This is an optimization exercise on Yosys and OpenROAD, whose aim is small area, a short achievable clock period and few clock cycles, not a production implementation.
Function was checked by simulation only, so behaviour that the tests miss may differ from the original.
Power and IR drop assume default switching activity.

$ cat flow/run.sh
#!/bin/bash
# synth_recipe.tcl (not shown) runs the flow's synth.tcl, then flattens the netlist and writes it again
# the make line also repeats each setting of config.mk as NAME=value (left out here)
make -C /OpenROAD-flow-scripts/flow DESIGN_CONFIG=/design/flow/config.mk WORK_HOME=/design/flow/orfs CLKGATE_MAP_FILE= SYNTH_SCRIPT=/design/flow/synth_recipe.tcl finish
$ cat flow/config.mk
export PLATFORM = sky130hd
export DESIGN_NAME = st2play_fx
export DESIGN_NICKNAME = st2play_fx
export VERILOG_FILES = /design/flow/design.v
export SDC_FILE = /design/flow/constraint.sdc
export NUM_CORES = 4
export LEC_CHECK = 0
export CAP_MARGIN = 20
export CORE_MARGIN = 2
export CORE_UTILIZATION = 40
export SLEW_MARGIN = 20
$ cat flow/constraint.sdc
create_clock -name core_clock -period 14.0 [get_ports {clk}]
set_input_delay 2.8000 -clock core_clock [delete_from_list [all_inputs] [get_ports {clk}]]
set_output_delay 2.8000 -clock core_clock [all_outputs]
set_load 0.01 [all_outputs]
$ cat flow/design.v
module st2fx_div (
    input             clk,
    input             rst_n,
    input             start,
    input      [1:0]  ch_in,
    input      [7:0]  note,
    input      [7:0]  param,
    input      [1:0]  m,           
    input      [15:0] c2,
    output            free,        
    output            commit,      
    output     [1:0]  commit_ch,
    output     [15:0] result,
    output            commit_nx,   
    output     [1:0]  commit_nx_ch
);
    localparam [1:0] S_IDLE = 2'd0, S_PREP = 2'd1, S_ITERH = 2'd2, S_ITERL = 2'd3;
    reg [1:0]  st;
    reg [2:0]  cnt;
    reg [1:0]  dch;
    reg [3:0]  dn;
    reg [4:0]  dsh;
    reg [15:0] d;
    reg [17:0] d3;
    reg [4:0]  dlen;
    reg        dzero;
    reg [15:0] r;
    reg [15:0] z;
    reg [7:0]  tlo;
    wire [3:0] k  = (m == 2'd2) ? 4'd0 : (m == 2'd1) ? param[7:4] : param[3:0];
    wire [4:0] n0 = {1'b0, note[3:0]} + {1'b0, k};
    wire       w0 = (n0 >= 5'd12);
    wire [4:0] n1 = w0 ? (n0 - 5'd12) : n0;
    wire       w1 = (n1 >= 5'd12);
    wire [4:0] n2 = w1 ? (n1 - 5'd12) : n1;
    wire [4:0] o  = {1'b0, note[7:4]} + {4'd0, w0} + {4'd0, w1};
    reg  [4:0] c2len;
    integer i;
    always @(*) begin
        c2len = 5'd0;
        for (i = 0; i < 16; i = i + 1)
            if (c2[i]) c2len = i[4:0] + 5'd1;
    end
    wire [14:0] p0;
    wire [7:0]  lfo_unused;
    wire        neg_unused;
    st2fx_tables u_tab (
        .semitone (dn),
        .lfo_idx  (6'd0),
        .p0       (p0),
        .lfo_mag  (lfo_unused),
        .lfo_neg  (neg_unused)
    );
    wire [14:0] tv = p0 >> dsh;
    wire [19:0] T  = {tv, 5'd0} + {5'd0, tv};
    wire [4:0]  p0len = (dn == 4'd0) ? 5'd15 : 5'd14;
    wire        short = ({1'b0, dsh} + {1'b0, dlen} + 6'd1) >= {1'b0, p0len};
    function [17:0] r4step;    
        input [15:0] rr;
        input [1:0]  b;
        input [15:0] dd;
        input [17:0] dd3;
        reg   [17:0] x;
        reg   [18:0] s1, s2, s3;
        begin
            x  = {rr, b};
            s1 = {1'b0, x} - {3'd0, dd};
            s2 = {1'b0, x} - {2'd0, dd, 1'b0};
            s3 = {1'b0, x} - {1'b0, dd3};
            if (!s3[18])      r4step = {2'd3, s3[15:0]};
            else if (!s2[18]) r4step = {2'd2, s2[15:0]};
            else if (!s1[18]) r4step = {2'd1, s1[15:0]};
            else              r4step = {2'd0, x[15:0]};
        end
    endfunction
    wire [17:0] sa = r4step(r, z[15:14], d, d3);
    wire [17:0] sb = r4step(sa[15:0], z[13:12], d, d3);
    wire [15:0] r_it = sb[15:0];
    wire [15:0] z_it = {z[11:0], sa[17:16], sb[17:16]};
    wire last = (cnt == 3'd1);
    assign commit    = (st == S_ITERL && last) || (st == S_PREP && dzero);
    assign commit_ch = dch;
    assign result    = dzero ? 16'hFFFF : z_it;
    assign free      = (st == S_IDLE) || commit;
    reg [1:0] st_nx;
    reg [2:0] cnt_nx;
    always @(*) begin
        st_nx  = st;
        cnt_nx = cnt;
        case (st)
        S_PREP: begin
            st_nx  = short ? S_ITERL : S_ITERH;
            cnt_nx = short ? 3'd4 : 3'd3;
        end
        S_ITERH: begin
            cnt_nx = cnt - 3'd1;
            if (last) begin st_nx = S_ITERL; cnt_nx = 3'd4; end
        end
        S_ITERL: begin
            cnt_nx = cnt - 3'd1;
        end
        default: ;
        endcase
        if (commit) st_nx = S_IDLE;
        if (start) st_nx = S_PREP;
    end
    wire dzero_nx = start ? (c2 == 16'd0) : dzero;
    assign commit_nx    = (st_nx == S_ITERL && cnt_nx == 3'd1) || (st_nx == S_PREP && dzero_nx);
    assign commit_nx_ch = start ? ch_in : dch;
    always @(posedge clk) begin
        if (!rst_n) begin
            st    <= S_IDLE;
            cnt   <= 3'd0;
            dzero <= 1'b0;
        end else begin
            st    <= st_nx;
            cnt   <= cnt_nx;
            dzero <= dzero_nx;
        end
    end
    always @(posedge clk) begin
        if (start) begin
            dch  <= ch_in;
            dn   <= n2[3:0];
            dsh  <= o;
            d    <= c2;
            d3   <= {2'd0, c2} + {1'b0, c2, 1'b0};
            dlen <= c2len;
        end
        case (st)
        S_PREP: begin
            if (short) begin
                r <= {4'd0, T[19:8]};
                z <= {T[7:0], 8'd0};
            end else begin
                r <= 16'd0;
                z <= {T[19:8], 4'd0};
            end
            tlo <= T[7:0];
        end
        S_ITERH: begin
            r <= r_it;
            z <= last ? {tlo, 8'd0} : z_it;
        end
        S_ITERL: begin
            r <= r_it;
            z <= z_it;
        end
        default: ;
        endcase
    end
endmodule
module st2fx_tables (
    input      [3:0]  semitone,    
    input      [5:0]  lfo_idx,     
    output reg [14:0] p0,
    output reg [7:0]  lfo_mag,
    output            lfo_neg
);
    always @(*) begin
        case (semitone)
        4'd0:    p0 = 15'd17080;
        4'd1:    p0 = 15'd16012;
        4'd2:    p0 = 15'd15184;
        4'd3:    p0 = 15'd14236;
        4'd4:    p0 = 15'd13664;
        4'd5:    p0 = 15'd12808;
        4'd6:    p0 = 15'd12008;
        4'd7:    p0 = 15'd11388;
        4'd8:    p0 = 15'd10676;
        4'd9:    p0 = 15'd10248;
        4'd10:   p0 = 15'd9608;
        4'd11:   p0 = 15'd9108;
        default: p0 = 15'd0;
        endcase
    end
    assign lfo_neg = lfo_idx > 6'd32;
    wire [5:0] h = lfo_neg ? (6'd0 - lfo_idx) : lfo_idx;
    always @(*) begin
        case (h)
        6'd0:  lfo_mag = 8'd0;
        6'd1:  lfo_mag = 8'd24;
        6'd2:  lfo_mag = 8'd49;
        6'd3:  lfo_mag = 8'd74;
        6'd4:  lfo_mag = 8'd97;
        6'd5:  lfo_mag = 8'd120;
        6'd6:  lfo_mag = 8'd141;
        6'd7:  lfo_mag = 8'd161;
        6'd8:  lfo_mag = 8'd180;
        6'd9:  lfo_mag = 8'd197;
        6'd10: lfo_mag = 8'd212;
        6'd11: lfo_mag = 8'd224;
        6'd12: lfo_mag = 8'd235;
        6'd13: lfo_mag = 8'd244;
        6'd14: lfo_mag = 8'd250;
        6'd15: lfo_mag = 8'd253;
        6'd16: lfo_mag = 8'd255;
        6'd17: lfo_mag = 8'd253;
        6'd18: lfo_mag = 8'd250;
        6'd19: lfo_mag = 8'd244;
        6'd20: lfo_mag = 8'd235;
        6'd21: lfo_mag = 8'd224;
        6'd22: lfo_mag = 8'd212;
        6'd23: lfo_mag = 8'd197;
        6'd24: lfo_mag = 8'd180;
        6'd25: lfo_mag = 8'd161;
        6'd26: lfo_mag = 8'd141;
        6'd27: lfo_mag = 8'd120;
        6'd28: lfo_mag = 8'd97;
        6'd29: lfo_mag = 8'd74;
        6'd30: lfo_mag = 8'd49;
        6'd31: lfo_mag = 8'd24;
        default: lfo_mag = 8'd0;
        endcase
    end
endmodule
module st2fx_chan (
    input  [3:0]  cmd,
    input  [7:0]  param,
    input  [15:0] period_cur,
    input  [15:0] period_tgt,
    input  [6:0]  vol_cur,
    input  [6:0]  vol_init,
    input  [7:0]  tporta_mem,
    input  [7:0]  vib_mem,
    input  [5:0]  vib_ph,         
    input  [3:0]  tr_ctr,
    input         tr_state,
    output reg [6:0]  n_vol_cur,
    output     [7:0]  n_tporta_mem,
    output     [7:0]  n_vib_mem,
    output reg [5:0]  n_vib_ph,
    output reg [3:0]  n_tr_ctr,
    output reg        n_tr_state,
    output reg        pw,             
    output reg        use_tgt,
    output reg        tp,
    output            tp_up,
    output reg [12:0] add,
    output reg        cin
);
    localparam [3:0] C_VOL_SLIDE = 4'd4,  C_PORTA_DOWN = 4'd5, C_PORTA_UP = 4'd6,
                     C_TONE_PORTA = 4'd7, C_VIBRATO = 4'd8,    C_TREMOR = 4'd9,
                     C_VS_VIB = 4'd11,    C_VS_TPORTA = 4'd12;
    wire is_trem = (cmd == C_TREMOR);
    wire is_vib  = (cmd == C_VIBRATO) || (cmd == C_VS_VIB);
    wire is_tp   = (cmd == C_TONE_PORTA) || (cmd == C_VS_TPORTA);
    wire is_pm   = (cmd == C_PORTA_DOWN) || (cmd == C_PORTA_UP);
    wire is_vs   = (cmd == C_VOL_SLIDE) || (cmd == C_VS_VIB) || (cmd == C_VS_TPORTA);
    wire [3:0] cr_tr_ctr   = is_trem ? tr_ctr : 4'd0;
    wire       cr_tr_state = is_trem & tr_state;
    wire [5:0] cr_ph       = is_vib ? vib_ph : 6'd0;
    wire [7:0] vs_up = {1'b0, vol_cur} + {4'd0, param[7:4]};
    wire [6:0] vs_vol = (param[3:0] != 4'd0)
                        ? ((vol_cur > {3'd0, param[3:0]}) ? (vol_cur - {3'd0, param[3:0]}) : 7'd0)
                        : ((vs_up > 8'd64) ? 7'd64 : vs_up[6:0]);
    always @(*) begin
        n_tr_ctr   = cr_tr_ctr;
        n_tr_state = cr_tr_state;
        n_vol_cur  = vol_cur;
        if (is_trem) begin
            if (cr_tr_ctr == 4'd0) begin
                n_tr_state = ~cr_tr_state;
                n_vol_cur  = cr_tr_state ? 7'd0 : vol_init;
                n_tr_ctr   = cr_tr_state ? param[3:0] : param[7:4];
            end else
                n_tr_ctr = cr_tr_ctr - 4'd1;
        end else if (is_vs)
            n_vol_cur = vs_vol;
    end
    wire       p_zero = (param == 8'd0) || (cmd == C_VS_VIB) || (cmd == C_VS_TPORTA);
    wire [7:0] tp_eff = p_zero ? tporta_mem : param;
    wire [7:0] vb_eff = p_zero ? vib_mem : param;
    assign n_tporta_mem = (cmd == C_TONE_PORTA) ? tp_eff : tporta_mem;
    assign n_vib_mem    = (cmd == C_VIBRATO) ? vb_eff : vib_mem;
    wire [7:0]  sp  = is_pm ? param : tp_eff;
    wire [11:0] d10 = {1'b0, sp, 3'd0} + {3'd0, sp, 1'b0};
    assign tp_up = (period_cur <= period_tgt);
    wire [7:0]  lfo_mag;
    wire        lfo_neg;
    wire [14:0] p0_unused;
    st2fx_tables u_tab (
        .semitone (4'd0),
        .lfo_idx  (cr_ph),
        .p0       (p0_unused),
        .lfo_mag  (lfo_mag),
        .lfo_neg  (lfo_neg)
    );
    wire [11:0] vmag = lfo_mag * vb_eff[3:0];
    always @(*) begin
        n_vib_ph = cr_ph;
        pw      = 1'b0;
        use_tgt = 1'b0;
        tp      = 1'b0;
        add     = {1'b0, d10};
        cin     = 1'b0;
        if (is_vib) begin
            n_vib_ph = cr_ph + vb_eff[7:4];
            pw      = 1'b1;
            use_tgt = 1'b1;
            add     = lfo_neg ? ~{7'd0, vmag[11:6]} : {7'd0, vmag[11:6]};
            cin     = lfo_neg & (vmag[5:0] == 6'd0);
        end else if (is_tp) begin
            pw  = 1'b1;
            tp  = 1'b1;
            add = tp_up ? {1'b0, d10} : ~{1'b0, d10};
            cin = ~tp_up;
        end else if (cmd == C_PORTA_DOWN) begin
            pw  = 1'b1;
        end else if (cmd == C_PORTA_UP) begin
            pw  = 1'b1;
            add = ~{1'b0, d10};
            cin = 1'b1;
        end
    end
endmodule
module st2play_fx (
    input             clk,
    input             rst_n,
    input             cmd_valid,
    output            cmd_ready,
    input      [3:0]  cmd_op,
    input      [1:0]  cmd_ch,
    input      [31:0] cmd_arg,
    output reg        out_valid,
    output reg [31:0] out_data
);
    localparam [3:0] OP_TICK = 4'd0, OP_ROW = 4'd1, OP_SET_NOTE = 4'd2, OP_SET_PERIOD = 4'd3,
                     OP_SET_VOL = 4'd4, OP_SET_GVOL = 4'd5, OP_GET = 4'd6;
    localparam [3:0] C_VIBRATO = 4'd8, C_TREMOR = 4'd9, C_ARPEGGIO = 4'd10, C_VS_VIB = 4'd11;
    reg [3:0]  ev_cmd     [0:3];
    reg [7:0]  ev_param   [0:3];
    reg [15:0] period_cur [0:3];
    reg [15:0] period_tgt [0:3];
    reg [6:0]  vol_cur    [0:3];
    reg [6:0]  vol_init   [0:3];
    reg [7:0]  vol_mix    [0:3];
    reg [7:0]  tporta_mem [0:3];
    reg [7:0]  vib_mem    [0:3];
    reg [5:0]  vib_ph     [0:3];    
    reg [3:0]  tr_ctr     [0:3];
    reg        tr_state   [0:3];
    reg [7:0]  last_note  [0:3];
    reg [15:0] c2spd      [0:3];
    reg [6:0]  gvol;
    reg        rdy;
    reg        cr_v;
    reg [3:0]  cr_op;
    reg [1:0]  cr_ch;
    reg [31:0] cr_arg;
    reg [3:0]  get_ok, wr_ok;
    reg        tick_ok, gvol_ok;
    assign cmd_ready = rdy;
    reg cr_ok;
    always @(*) begin
        case (cr_op)
        OP_TICK:     cr_ok = tick_ok;
        OP_SET_GVOL: cr_ok = gvol_ok;
        OP_GET:      cr_ok = get_ok[cr_ch];
        OP_ROW, OP_SET_NOTE, OP_SET_PERIOD, OP_SET_VOL: cr_ok = wr_ok[cr_ch];
        default:     cr_ok = 1'b1;
        endcase
    end
    wire ex      = cr_v & cr_ok;
    wire tick_ex = ex && (cr_op == OP_TICK);
    wire row_ex  = ex && (cr_op == OP_ROW);
    wire note_ex = ex && (cr_op == OP_SET_NOTE);
    wire per_ex  = ex && (cr_op == OP_SET_PERIOD);
    wire vol_ex  = ex && (cr_op == OP_SET_VOL);
    wire gvol_ex = ex && (cr_op == OP_SET_GVOL);
    wire get_ex  = ex && (cr_op == OP_GET);
    reg        a_v, a_row;
    reg [1:0]  a_ch;
    wire       a_act = tick_ex | a_v;
    wire [1:0] a_c   = tick_ex ? 2'd0 : a_ch;
    wire       a_r   = tick_ex ? cr_arg[8] : a_row;
    wire [6:0]  n_vol_cur;
    wire [7:0]  n_tporta_mem, n_vib_mem;
    wire [5:0]  n_vib_ph;
    wire [3:0]  n_tr_ctr;
    wire        n_tr_state;
    wire        c_pw, c_use_tgt, c_tp, c_tp_up, c_cin;
    wire [12:0] c_add;
    st2fx_chan u_chan (
        .cmd          (ev_cmd[a_c]),
        .param        (ev_param[a_c]),
        .period_cur   (period_cur[a_c]),
        .period_tgt   (period_tgt[a_c]),
        .vol_cur      (vol_cur[a_c]),
        .vol_init     (vol_init[a_c]),
        .tporta_mem   (tporta_mem[a_c]),
        .vib_mem      (vib_mem[a_c]),
        .vib_ph       (vib_ph[a_c]),
        .tr_ctr       (tr_ctr[a_c]),
        .tr_state     (tr_state[a_c]),
        .n_vol_cur    (n_vol_cur),
        .n_tporta_mem (n_tporta_mem),
        .n_vib_mem    (n_vib_mem),
        .n_vib_ph     (n_vib_ph),
        .n_tr_ctr     (n_tr_ctr),
        .n_tr_state   (n_tr_state),
        .pw           (c_pw),
        .use_tgt      (c_use_tgt),
        .tp           (c_tp),
        .tp_up        (c_tp_up),
        .add          (c_add),
        .cin          (c_cin)
    );
    reg        b_v, b_pw, b_use_tgt, b_tp, b_tp_up, b_cin;
    reg [1:0]  b_ch;
    reg [12:0] b_add;
    reg [6:0]  b_vol;
    wire [15:0] b_cur  = period_cur[b_ch];
    wire [15:0] b_tgt  = period_tgt[b_ch];
    wire [15:0] b_base = b_use_tgt ? b_tgt : b_cur;
    wire [15:0] b_sum  = b_base + {{3{b_add[12]}}, b_add} + {15'd0, b_cin};
    wire [17:0] b_cmp  = {2'd0, b_cur} + {{5{b_add[12]}}, b_add} + {17'd0, b_cin} - {2'd0, b_tgt};
    wire        b_clamp = b_tp & (b_tp_up ? ~b_cmp[17] : b_cmp[17]);
    wire [15:0] b_per  = b_clamp ? b_tgt : b_sum;
    wire [13:0] b_mixp = b_vol * gvol;
    reg  [3:0] arp_todo, dpend, pend;
    reg  [1:0] m_reg;
    wire [3:0] is_arp;
    genvar gc;
    generate for (gc = 0; gc < 4; gc = gc + 1) begin : g_arp
        assign is_arp[gc] = (ev_cmd[gc] == C_ARPEGGIO);
    end endgenerate
    wire [3:0] dsum = {2'd0, cr_arg[1:0]} + {2'd0, cr_arg[3:2]} + {2'd0, cr_arg[5:4]} + {2'd0, cr_arg[7:6]};
    reg  [1:0] cr_m3;
    always @(*) begin
        case (dsum)
        4'd0, 4'd3, 4'd6, 4'd9, 4'd12: cr_m3 = 2'd0;
        4'd1, 4'd4, 4'd7, 4'd10:       cr_m3 = 2'd1;
        default:                       cr_m3 = 2'd2;
        endcase
    end
    wire       tick_arp = tick_ex & ~cr_arg[8];
    wire [3:0] cand     = tick_arp ? is_arp : arp_todo;
    wire       dv_free;
    wire [1:0] pick     = cand[0] ? 2'd0 : cand[1] ? 2'd1 : cand[2] ? 2'd2 : 2'd3;
    wire       dv_start = dv_free & (|cand);
    wire       dv_commit, dv_commit_nx;
    wire [1:0] dv_commit_ch, dv_commit_nx_ch;
    wire [15:0] dv_result;
    st2fx_div u_div (
        .clk          (clk),
        .rst_n        (rst_n),
        .start        (dv_start),
        .ch_in        (pick),
        .note         (last_note[pick]),
        .param        (ev_param[pick]),
        .m            (tick_ex ? cr_m3 : m_reg),
        .c2           (c2spd[pick]),
        .free         (dv_free),
        .commit       (dv_commit),
        .commit_ch    (dv_commit_ch),
        .result       (dv_result),
        .commit_nx    (dv_commit_nx),
        .commit_nx_ch (dv_commit_nx_ch)
    );
    reg [3:0] pend_nx, dpend_nx, arp_todo_nx, get_ok_nx, wr_ok_nx;
    integer c;
    always @(*) begin
        for (c = 0; c < 4; c = c + 1) begin
            pend_nx[c]  = tick_ex | (pend[c] & ~(b_v && b_ch == c));
            dpend_nx[c] = (tick_arp & is_arp[c]) | (dpend[c] & ~(dv_commit && dv_commit_ch == c));
            arp_todo_nx[c] = cand[c] & ~(dv_start && pick == c);
            get_ok_nx[c] = (~pend_nx[c] | (a_act && a_c == c)) &
                           (~dpend_nx[c] | (dv_commit_nx && dv_commit_nx_ch == c));
            wr_ok_nx[c]  = ~pend_nx[c] & ~dpend_nx[c];
        end
    end
    wire tick_ok_nx = ~(|pend_nx) & ~(|dpend_nx);
    wire gvol_ok_nx = ~(|pend_nx);
    wire       crv_nx = rdy ? cmd_valid : cr_v;
    wire [3:0] op_nx  = rdy ? cmd_op : cr_op;
    wire [1:0] ch_nx  = rdy ? cmd_ch : cr_ch;
    reg        ok_nx;
    always @(*) begin
        case (op_nx)
        OP_TICK:     ok_nx = tick_ok_nx;
        OP_SET_GVOL: ok_nx = gvol_ok_nx;
        OP_GET:      ok_nx = get_ok_nx[ch_nx];
        OP_ROW, OP_SET_NOTE, OP_SET_PERIOD, OP_SET_VOL: ok_nx = wr_ok_nx[ch_nx];
        default:     ok_nx = 1'b1;
        endcase
    end
    wire [3:0] rw_cmd   = cr_arg[3:0];
    wire [7:0] rw_par   = cr_arg[15:8];
    wire       rw_trem  = (rw_cmd == C_TREMOR);
    wire       rw_vib   = (rw_cmd == C_VIBRATO) || (rw_cmd == C_VS_VIB);
    wire [3:0] rw_trc   = tr_ctr[cr_ch];
    wire       rw_trs   = tr_state[cr_ch];
    reg       g_v;
    reg [1:0] g_ch, g_sel;
    integer j;
    always @(posedge clk) begin
        if (!rst_n) begin
            for (j = 0; j < 4; j = j + 1) begin
                ev_cmd[j]     <= 4'd0;
                ev_param[j]   <= 8'd0;
                period_cur[j] <= 16'd0;
                period_tgt[j] <= 16'd0;
                vol_cur[j]    <= 7'd0;
                vol_init[j]   <= 7'd0;
                vol_mix[j]    <= 8'd0;
                tporta_mem[j] <= 8'd0;
                vib_mem[j]    <= 8'd0;
                vib_ph[j]     <= 6'd0;
                tr_ctr[j]     <= 4'd0;
                tr_state[j]   <= 1'b0;
                last_note[j]  <= 8'd0;
                c2spd[j]      <= 16'd8448;
            end
            gvol     <= 7'd64;
            rdy      <= 1'b1;
            cr_v     <= 1'b0;
            get_ok   <= 4'hF;
            wr_ok    <= 4'hF;
            tick_ok  <= 1'b1;
            gvol_ok  <= 1'b1;
            a_v      <= 1'b0;
            b_v      <= 1'b0;
            pend     <= 4'd0;
            dpend    <= 4'd0;
            arp_todo <= 4'd0;
            g_v      <= 1'b0;
            out_valid <= 1'b0;
        end else begin
            cr_v    <= crv_nx;
            rdy     <= ~(crv_nx & ~ok_nx);
            get_ok  <= get_ok_nx;
            wr_ok   <= wr_ok_nx;
            tick_ok <= tick_ok_nx;
            gvol_ok <= gvol_ok_nx;
            pend    <= pend_nx;
            dpend   <= dpend_nx;
            arp_todo <= arp_todo_nx;
            if (row_ex) begin
                ev_cmd[cr_ch]   <= rw_cmd;
                ev_param[cr_ch] <= rw_par;
                if (!rw_vib) vib_ph[cr_ch] <= 6'd0;
                if (!rw_trem) begin
                    tr_ctr[cr_ch]   <= 4'd0;
                    tr_state[cr_ch] <= 1'b0;
                end else if (rw_trc == 4'd0) begin
                    tr_state[cr_ch] <= ~rw_trs;
                    vol_cur[cr_ch]  <= rw_trs ? 7'd0 : vol_init[cr_ch];
                    tr_ctr[cr_ch]   <= rw_trs ? rw_par[3:0] : rw_par[7:4];
                end else
                    tr_ctr[cr_ch] <= rw_trc - 4'd1;
            end
            if (note_ex) begin
                last_note[cr_ch] <= cr_arg[7:0];
                c2spd[cr_ch]     <= cr_arg[31:16];
            end
            if (per_ex) begin
                period_cur[cr_ch] <= cr_arg[15:0];
                period_tgt[cr_ch] <= cr_arg[31:16];
            end
            if (vol_ex) begin
                vol_cur[cr_ch]  <= cr_arg[6:0];
                vol_init[cr_ch] <= cr_arg[14:8];
            end
            if (gvol_ex) gvol <= cr_arg[6:0];
            a_v <= a_act && (a_c != 2'd3);
            if (a_act) begin
                a_ch  <= a_c + 2'd1;
                a_row <= a_r;
                if (!a_r) begin
                    vol_cur[a_c]    <= n_vol_cur;
                    tporta_mem[a_c] <= n_tporta_mem;
                    vib_mem[a_c]    <= n_vib_mem;
                    vib_ph[a_c]     <= n_vib_ph;
                    tr_ctr[a_c]     <= n_tr_ctr;
                    tr_state[a_c]   <= n_tr_state;
                end
            end
            if (tick_ex) m_reg <= cr_m3;
            b_v <= a_act;
            if (b_v) begin
                vol_mix[b_ch] <= b_mixp[13:6];
                if (b_pw) period_cur[b_ch] <= b_per;
            end
            if (dv_commit) period_cur[dv_commit_ch] <= dv_result;
            g_v <= get_ex;
            out_valid <= g_v;
        end
    end
    always @(posedge clk) begin
        if (a_act) begin
            b_ch      <= a_c;
            b_pw      <= ~a_r & c_pw;
            b_use_tgt <= c_use_tgt;
            b_tp      <= c_tp;
            b_tp_up   <= c_tp_up;
            b_add     <= c_add;
            b_cin     <= c_cin;
            b_vol     <= a_r ? vol_cur[a_c] : n_vol_cur;
        end
        if (get_ex) begin
            g_ch  <= cr_ch;
            g_sel <= cr_arg[1:0];
        end
        if (rdy) begin
            cr_op  <= cmd_op;
            cr_ch  <= cmd_ch;
            cr_arg <= cmd_arg;
        end
        case (g_sel)
        2'd0: out_data <= {vol_mix[g_ch], 1'b0, vol_cur[g_ch], period_cur[g_ch]};
        2'd1: out_data <= {9'd0, vol_init[g_ch], period_tgt[g_ch]};
        2'd2: out_data <= {tporta_mem[g_ch], vib_mem[g_ch], 1'b0, vib_ph[g_ch], 1'b0,
                           tr_state[g_ch], 3'd0, tr_ctr[g_ch]};
        default: out_data <= {c2spd[g_ch], last_note[g_ch], 4'd0, ev_cmd[g_ch]};
        endcase
    end
endmodule
==> run summary <==
==> worst register-to-register path: cells and delay by family (launching register included) <==
family | cells | cell delay (ns)
buf+inv | 6 | 1.91
flops | 1 | 0.34
compound gates | 10 | 1.77
xor+xnor | 2 | 0.28
fa+ha+maj | 5 | 2.32
simple gates | 7 | 1.52
mux | 2 | 0.78
==> report_power, final <==
part	switching, uW	total (uW)	internal, uW
Clock	969	2330	1370
Sequential	81.0	2490	2400
Combinational	437	695	259
Total	1490	5520	4030
==> kinds of logic after synthesis <==
logic type / synth area share
AO/OA/AOI/OAI: 0.160
XOR/XNOR: 0.0256
adder cells (fa/ha/maj): 0.0990
buffers and inverters: 0.0444
flip-flops: 0.403
multiplexers: 0.119
AND/OR/NAND/NOR: 0.149
==> final cells by class <==
type,count,area [um2]
Fill cell,11887,70700
Sequential cell,721,20700
Tap cell,1662,2080
Clock buffer,124,2520
Clock inverter,36,365
Antenna cell,7,17.5
Multi-Input combinational cell,3709,28500
Inverter,283,1060
Timing Repair Buffer,176,1530
==> synthesized netlist by cell type, types with 76 or more instances <==
cell type	count	share of area
a21oi_1	293	0.029
and2_1	124	0.015
and3_1	174	0.021
clkbuf_1	203	0.015
dfxtp_1	101	0.039
edfxtp_1	620	0.36
ha_1	292	0.071
inv_1	276	0.020
mux2i_1	161	0.031
mux4_2	172	0.076
nand2_1	341	0.025
nand3_1	76	0.0074
nor2_1	488	0.036
nor3_1	90	0.0088
o21ai_0	262	0.026
o22ai_1	102	0.012
xnor2_1	104	0.018
==> layout by cell type, fill, tap and decap left out, drive strengths merged, types with 76 or more instances in the layout <==
cell	netlist	final
edfxtp	620	620
nor2	490	490
nand2	344	344
a21oi	298	298
ha	292	292
inv	279	281
o21ai	277	277
and3	174	174
mux4	172	172
mux2i	163	163
and2	125	125
clkbuf	204	124
o22ai	106	106
xnor2	105	105
buf	90	103
dfxtp	101	101
nor3	95	95
nand3	76	76
==> worst paths after layout <==
kind,cells past startpoint,slack (ns),to,from
max,32,4.80,b_add[4],a_ch[1]
max reg2reg,32,4.80,b_add[4],a_ch[1]
min,1,0.48,flip-flop,g_ch[1]
min reg2reg,1,0.48,flip-flop,g_ch[1]
==> stage by stage <==
stage	util	total power, uW	cell area [um2]	setup slack [ns]	hold slack, ns
6_report	0.445	5520	56700	4.80	0.476
5_1_grt	0.445	5670	56700	4.36	0.496
4_1_cts	0.445	5520	56700	4.91	0.476
3_5_place_dp	0.422	3210	53800	4.96	0.459
3_3_place_gp	0.422	3200	53800	4.96	0.452
2_1_floorplan	-	2940	51300	6.74	0.406
==> metal layers <==
metal,up-vias,part of all wire,global-route usage
li1,18659,-,-
met1,20361,0.40,0.349
met2,2144,0.45,0.413
met3,420,0.089,0.0454
met4,0,0.064,0.147
met5,-,0,0
==> out/metrics.yaml <==
status:
  status: "finished clean"
synth:
  synth.distinct_cells: 111
  synth_seq_cells: 721
  avgSynthCellArea_um2: 10.2
  ys_seq_area_frac: 0.403
  synth_warnings: 4
  synth_edf_count: 620
  ys.flop_type: "edfxtp_1"
  synthCells: 5007
  syn_nets: 5411
  syn_area_um2: 51300
  synthArstFlopShare: 0
power:
  leakage_uw: 0.0225
  ir_drop_v: 0.000101
  p_per_area_nw_per_um2: 97.3
finish:
  finalNetCount: 5380
  reg_top3: "c2spd x64, period_cur x64, period_tgt x64"
  synthToLayoutAreaGrowth_pct: 10.6
  layout.cells.non_filler: 6718
  drive_gt1_frac: 0.110
min_path:
  min_path_type: "reg -> reg"
timing:
  rsz0062_at_grt: "no"
  post-route-period-util: 0.657
  fmax_mhz: 109
  clock_skew_ns: 0.0361
  final_max_slew_viol_count: 0
  slew_headroom: 0.169
  fin_setup_tns_ns: 0
  tightest_slew_ns: 1.25
  fin_crit_ns: 9.20
  setup_viol: 0
  hold_viol: 0
clocking:
  cts_setup_buffers: 0
  cts_sinks: 721
  cts_inserted_buffers: 85
  cts_resized: 0
  clockRootBuffer: "clkbuf_16"
  htreeDepth: 3
  tritoncts: "done"
  path_clk_slew_ns: 0.06
  clock_latency_ns: 0.69
  clock_path_buffers: 3
  hold_buffers: 0
routing:
  route.detailed.drc: 0
  dr.pass1.iters: 8
  viasPerCell: 6.19
  drtIter0Drc: 5258
  ant_nets: 0
  wirelength_um: 177000
  vias: 41584
  avgRoutedWirePerCell_um: 26.3
global_route:
  grt_usage: 0.264
  grt_max_degree: 97
  grt.overflow.total: 0
  first_global_vias: 39646
  antenna_found_initial: 7
  grt_pass1_wl_um: 261000
die:
  die_w_um: 362
  start_util: 0.403
  rows: 131
  io_pins: 75
  core_um2: 127000
  die-area_um2: 131000
  fp.dieH_um: 362
placement:
  gp_congestion: 0.949
  io_buffers: 74
  hpwl_um: 128000
  dp.cells: 6551
setup_path:
  cp.required_ns: 14.41
  end_kind: "flip-flop"
  cpPeakStageDelay_ns: 0.63
  critical_path_class: "reg -> reg"
  crit_path_max_fanout: 93
  crit_family: "adder cells"
  critPathLaunchType: "flip-flop"
  crit_arrival_ns: 9.61
  critPathSlowestCell: "buf_4"
  critPathBufInv: 6
job:
  cap_viol_max_count: 0
Testbench counts, summed over its fixed seeds: cycles 11,684.

## separate check: timing with driven ports
How much do the figures lean on ideal ports? The routed layout below was timed once more, with nothing changed but the port constraints.
Step 1 assumes that a clkbuf_16 drives the clock port and a buf_2 every other input.
Step 2 also shifts input and output timing later by t, the mid clock arrival at the registers, as if the neighbouring blocks saw the same clock.
Slacks: ideal / step 1 / step 2; pairs: ideal / step 1.
t (ns): 0.756
slack for setup (ns): 4.801 / 4.801 / 4.801
hold slack, ns: 0.476 / 0.476 / 0.476
slew at the worst register clock pin (ns): 0.07 / 0.07
After both steps setup and hold are still met in this run. For this run, drivers alone change the setup slack by 0.000 ns; drivers and shift together by 0.000 ns.
